Background: an optimization exercise with open tools, aiming at small area, a short achievable clock period and few clock cycles per item. Do not read the settings as production practice. In this exercise RTL edits were held to simulation tests only and were not proved equivalent to the original.

== rev 12 ==
## zi_lea128
module zi_lea128 (
    input  wire         clk,
    input  wire         rst,           
    input  wire         in_valid,
    output wire         in_ready,
    input  wire         in_decrypt,    
    input  wire [127:0] in_key,
    input  wire [127:0] in_block,
    output reg          out_valid,
    output wire [127:0] out_block
);
    localparam [2:0] S_IDLE = 3'd0,
                     S_KEY  = 3'd1,    
                     S_ENC  = 3'd2,
                     S_DEC  = 3'd3,
                     S_KLD  = 3'd4;    
    reg [2:0]  state;
    reg [4:0]  rnd;
    reg [31:0] x0, x1, x2, x3;         
    reg [31:0] t0, t1, t2, t3;         
    reg [31:0] c0, c1, c2, c3;         
    reg        kvalid;                 
    reg    rdy;                        
    assign in_ready = rdy;
    wire   in_fire  = in_valid && in_ready;
    wire [31:0] kw0 = {in_key[103:96], in_key[111:104], in_key[119:112], in_key[127:120]};
    wire [31:0] kw1 = {in_key[71:64], in_key[79:72], in_key[87:80], in_key[95:88]};
    wire [31:0] kw2 = {in_key[39:32], in_key[47:40], in_key[55:48], in_key[63:56]};
    wire [31:0] kw3 = {in_key[7:0], in_key[15:8], in_key[23:16], in_key[31:24]};
    wire [31:0] bw0 = {in_block[103:96], in_block[111:104], in_block[119:112], in_block[127:120]};
    wire [31:0] bw1 = {in_block[71:64], in_block[79:72], in_block[87:80], in_block[95:88]};
    wire [31:0] bw2 = {in_block[39:32], in_block[47:40], in_block[55:48], in_block[63:56]};
    wire [31:0] bw3 = {in_block[7:0], in_block[15:8], in_block[23:16], in_block[31:24]};
    assign out_block = {x0[7:0], x0[15:8], x0[23:16], x0[31:24],
                        x1[7:0], x1[15:8], x1[23:16], x1[31:24],
                        x2[7:0], x2[15:8], x2[23:16], x2[31:24],
                        x3[7:0], x3[15:8], x3[23:16], x3[31:24]};
    wire hit = kvalid && ({kw0[0],    kw0[31:1],  kw1[2:0],  kw1[31:3],
                           kw2[5:0],  kw2[31:6],  kw3[10:0], kw3[31:11]}
                          == {t0, t1, t2, t3});
    reg [31:0] dc;
    always @(*) begin
        case (rnd)
            5'd0:  dc = 32'hc3efe9db;
            5'd1:  dc = 32'h88c4d604;
            5'd2:  dc = 32'he789f229;
            5'd3:  dc = 32'hc6f98763;
            5'd4:  dc = 32'h3efe9dbc;
            5'd5:  dc = 32'h8c4d6048;
            5'd6:  dc = 32'h789f229e;
  ...
Size: about 6000 cells after synthesis, ~42000 um^2 of cells after synthesis.
clock: 12.0 ns
lec_check: 0
abc_area: 1
cap_margin: 20
core_margin: 2
core_utilization: 40
setup_slack_margin: 5
slew_margin: 20
standard.sh (not shown) runs the stock make flow with config.mk's settings and CLKGATE_MAP_FILE= SYNTH_SCRIPT=/design/flow/synth_recipe.tcl, a recipe that flattens the netlist after the stock synthesis.
==> flow/flow/run.sh <==
#!/bin/bash
# The standard layout (standard.sh: standard synthesis, then ORFS to
# finish), with one change: the buffer that ORFS puts on every input and
# output port is the platform's smallest buffer, buf_1, rather than the cell
# buffer_ports picks on its own (clkdlybuf4s50_1). The repair steps after it
# still resize port buffers where timing, slew or load call for it.
set -euo pipefail
export BUFFER_PORTS_ARGS="-buffer_cell sky130_fd_sc_hd__buf_1"
bash standard.sh > standard.log 2>&1
Testbench counts of rev 12, summed over its fixed seeds: cycles 21,200, blocks 768.
Here is what was changed in the inputs of rev 13 compared with rev 12.
-- flow/design.v --
<<< rev 12, line 73
    wire [31:0] d2 = {dc[29:0], dc[31:30]} ^ {32{bwd}};
    wire [31:0] d3 = {dc[28:0], dc[31:29]} ^ {32{bwd}};
    wire        idle = (state == S_IDLE);
    wire [31:0] u0 = idle ? kw0 : t0;
    wire [31:0] u1 = idle ? kw1 : t1;
    wire [31:0] u2 = idle ? kw2 : t2;
    wire [31:0] u3 = idle ? kw3 : t3;
    wire [31:0] a0 = u0 + d0 + {31'd0, bwd};
    wire [31:0] a1 = u1 + d1 + {31'd0, bwd};
    wire [31:0] a2 = u2 + d2 + {31'd0, bwd};
    wire [31:0] a3 = u3 + d3 + {31'd0, bwd};
    wire [31:0] f0 = {a0[30:0], a0[31]};           
    wire [31:0] f1 = {a1[28:0], a1[31:29]};        
>>> rev 13, line 73
    wire [31:0] d2 = {dc[29:0], dc[31:30]} ^ {32{bwd}};
    wire [31:0] d3 = {dc[28:0], dc[31:29]} ^ {32{bwd}};
    wire [31:0] a0 = t0 + d0 + {31'd0, bwd};
    wire [31:0] a1 = t1 + d1 + {31'd0, bwd};
    wire [31:0] a2 = t2 + d2 + {31'd0, bwd};
    wire [31:0] a3 = t3 + d3 + {31'd0, bwd};
    wire [31:0] f0 = {a0[30:0], a0[31]};           
    wire [31:0] f1 = {a1[28:0], a1[31:29]};        
<<< rev 12, line 94
    wire [31:0] r2 = {t2[25:0], t2[31:26]};
    wire [31:0] r3 = {t3[20:0], t3[31:21]};
    wire [31:0] e_s0 = (x0 ^ t0) + (x1 ^ t1);
    wire [31:0] e_s1 = (x1 ^ t2) + (x2 ^ t1);
    wire [31:0] e_s2 = (x2 ^ t3) + (x3 ^ t1);
    wire [31:0] e_y0 = {e_s0[22:0], e_s0[31:23]};    
    wire [31:0] e_y1 = {e_s1[4:0],  e_s1[31:5]};     
>>> rev 13, line 89
    wire [31:0] r2 = {t2[25:0], t2[31:26]};
    wire [31:0] r3 = {t3[20:0], t3[31:21]};
    wire [31:0] e_s0 = (x0 ^ f0) + (x1 ^ f1);
    wire [31:0] e_s1 = (x1 ^ f2) + (x2 ^ f1);
    wire [31:0] e_s2 = (x2 ^ f3) + (x3 ^ f1);
    wire [31:0] e_y0 = {e_s0[22:0], e_s0[31:23]};    
    wire [31:0] e_y1 = {e_s1[4:0],  e_s1[31:5]};     
<<< rev 12, line 135
                    {t0, t1, t2, t3} <= {c0, c1, c2, c3};
                else
                    {t0, t1, t2, t3} <= {f0, f1, f2, f3};    
            end
            S_KEY: begin
>>> rev 13, line 130
                    {t0, t1, t2, t3} <= {c0, c1, c2, c3};
                else
                    {t0, t1, t2, t3} <= {kw0, kw1, kw2, kw3};
            end
            S_KEY: begin
<<< rev 12, line 170
                        rdy    <= 1'b0;
                        if (!in_decrypt) begin
                            rnd   <= 5'd1;
                            state <= S_ENC;
                        end else if (hit) begin
>>> rev 13, line 165
                        rdy    <= 1'b0;
                        if (!in_decrypt) begin
                            rnd   <= 5'd0;
                            state <= S_ENC;
                        end else if (hit) begin
<<< rev 12, line 176
                            state <= S_DEC;
                        end else begin
                            rnd   <= 5'd1;
                            state <= S_KEY;
                        end
>>> rev 13, line 171
                            state <= S_DEC;
                        end else begin
                            rnd   <= 5'd0;
                            state <= S_KEY;
                        end
<<< rev 12, line 191
                    state <= S_DEC;
                end
                S_ENC: begin              
                    rnd <= rnd + 5'd1;
                    if (rnd == 5'd24) begin
                        rnd       <= 5'd0;
                        out_valid <= 1'b1;
                        rdy       <= 1'b1;
>>> rev 13, line 186
                    state <= S_DEC;
                end
                S_ENC: begin
                    rnd <= rnd + 5'd1;
                    if (rnd == 5'd23) begin
                        out_valid <= 1'b1;
                        rdy       <= 1'b1;
<<< rev 12, line 203
                    rnd <= rnd - 5'd1;
                    if (rnd == 5'd0) begin
                        rnd       <= 5'd0;
                        out_valid <= 1'b1;
                        kvalid    <= 1'b1;
>>> rev 13, line 197
                    rnd <= rnd - 5'd1;
                    if (rnd == 5'd0) begin
                        out_valid <= 1'b1;
                        kvalid    <= 1'b1;
Results
Rev 13 against rev 12: overall die area about even, number of multi-input combinational cells about even, TritonCTS buffer count rose 1, number of gates given a new drive strength after cts rose 64, total instance count after detailed placement fell 30.
Rev 12 vs rev 13, end point of the critical path: t0[7]$_DFF_P_ vs x3[31]$_DFFE_PN_
Looking at timing startpoint of the critical path, the x3[6]$_DFFE_PN_ result is from rev 13; the state[0]$_SDFFE_PP0P_ one comes from rev 12.
Looking at rev 13 and rev 12, the synthesized area is a wash.
Testbench counts of rev 13, summed over its fixed seeds: cycles 21,283, blocks 768.

-- separate check: timing with driven ports --
The flow's constraints put no driver on any port. The routed layouts listed below were extracted and timed again, unchanged, in two steps. Step 1, drivers: a clkbuf_16 drives clk and a buf_2 each remaining input, both assumed. Step 2 moves the port delays by t, midway between the first and last clock arrival at a register: inputs arrive t later, outputs are due t later. That takes back most of the time a late clock gives input paths. Slacks: no drivers / after step 1 / after step 2; pairs: no drivers / after step 1.
run | t, ns | slack for setup (ns) | clock arrival spread, ns
rev 12 | 0.754 | 5.059 / 5.059 / 4.934 | 0.027 / 0.027
rev 13 | 0.786 | 5.046 / 5.046 / 5.013 | 0.039 / 0.039
After both steps setup and hold are still met in every run listed. The setup slack of rev 12, which loses most, moves by 0.000 ns with the drivers and by -0.125 ns with both steps.
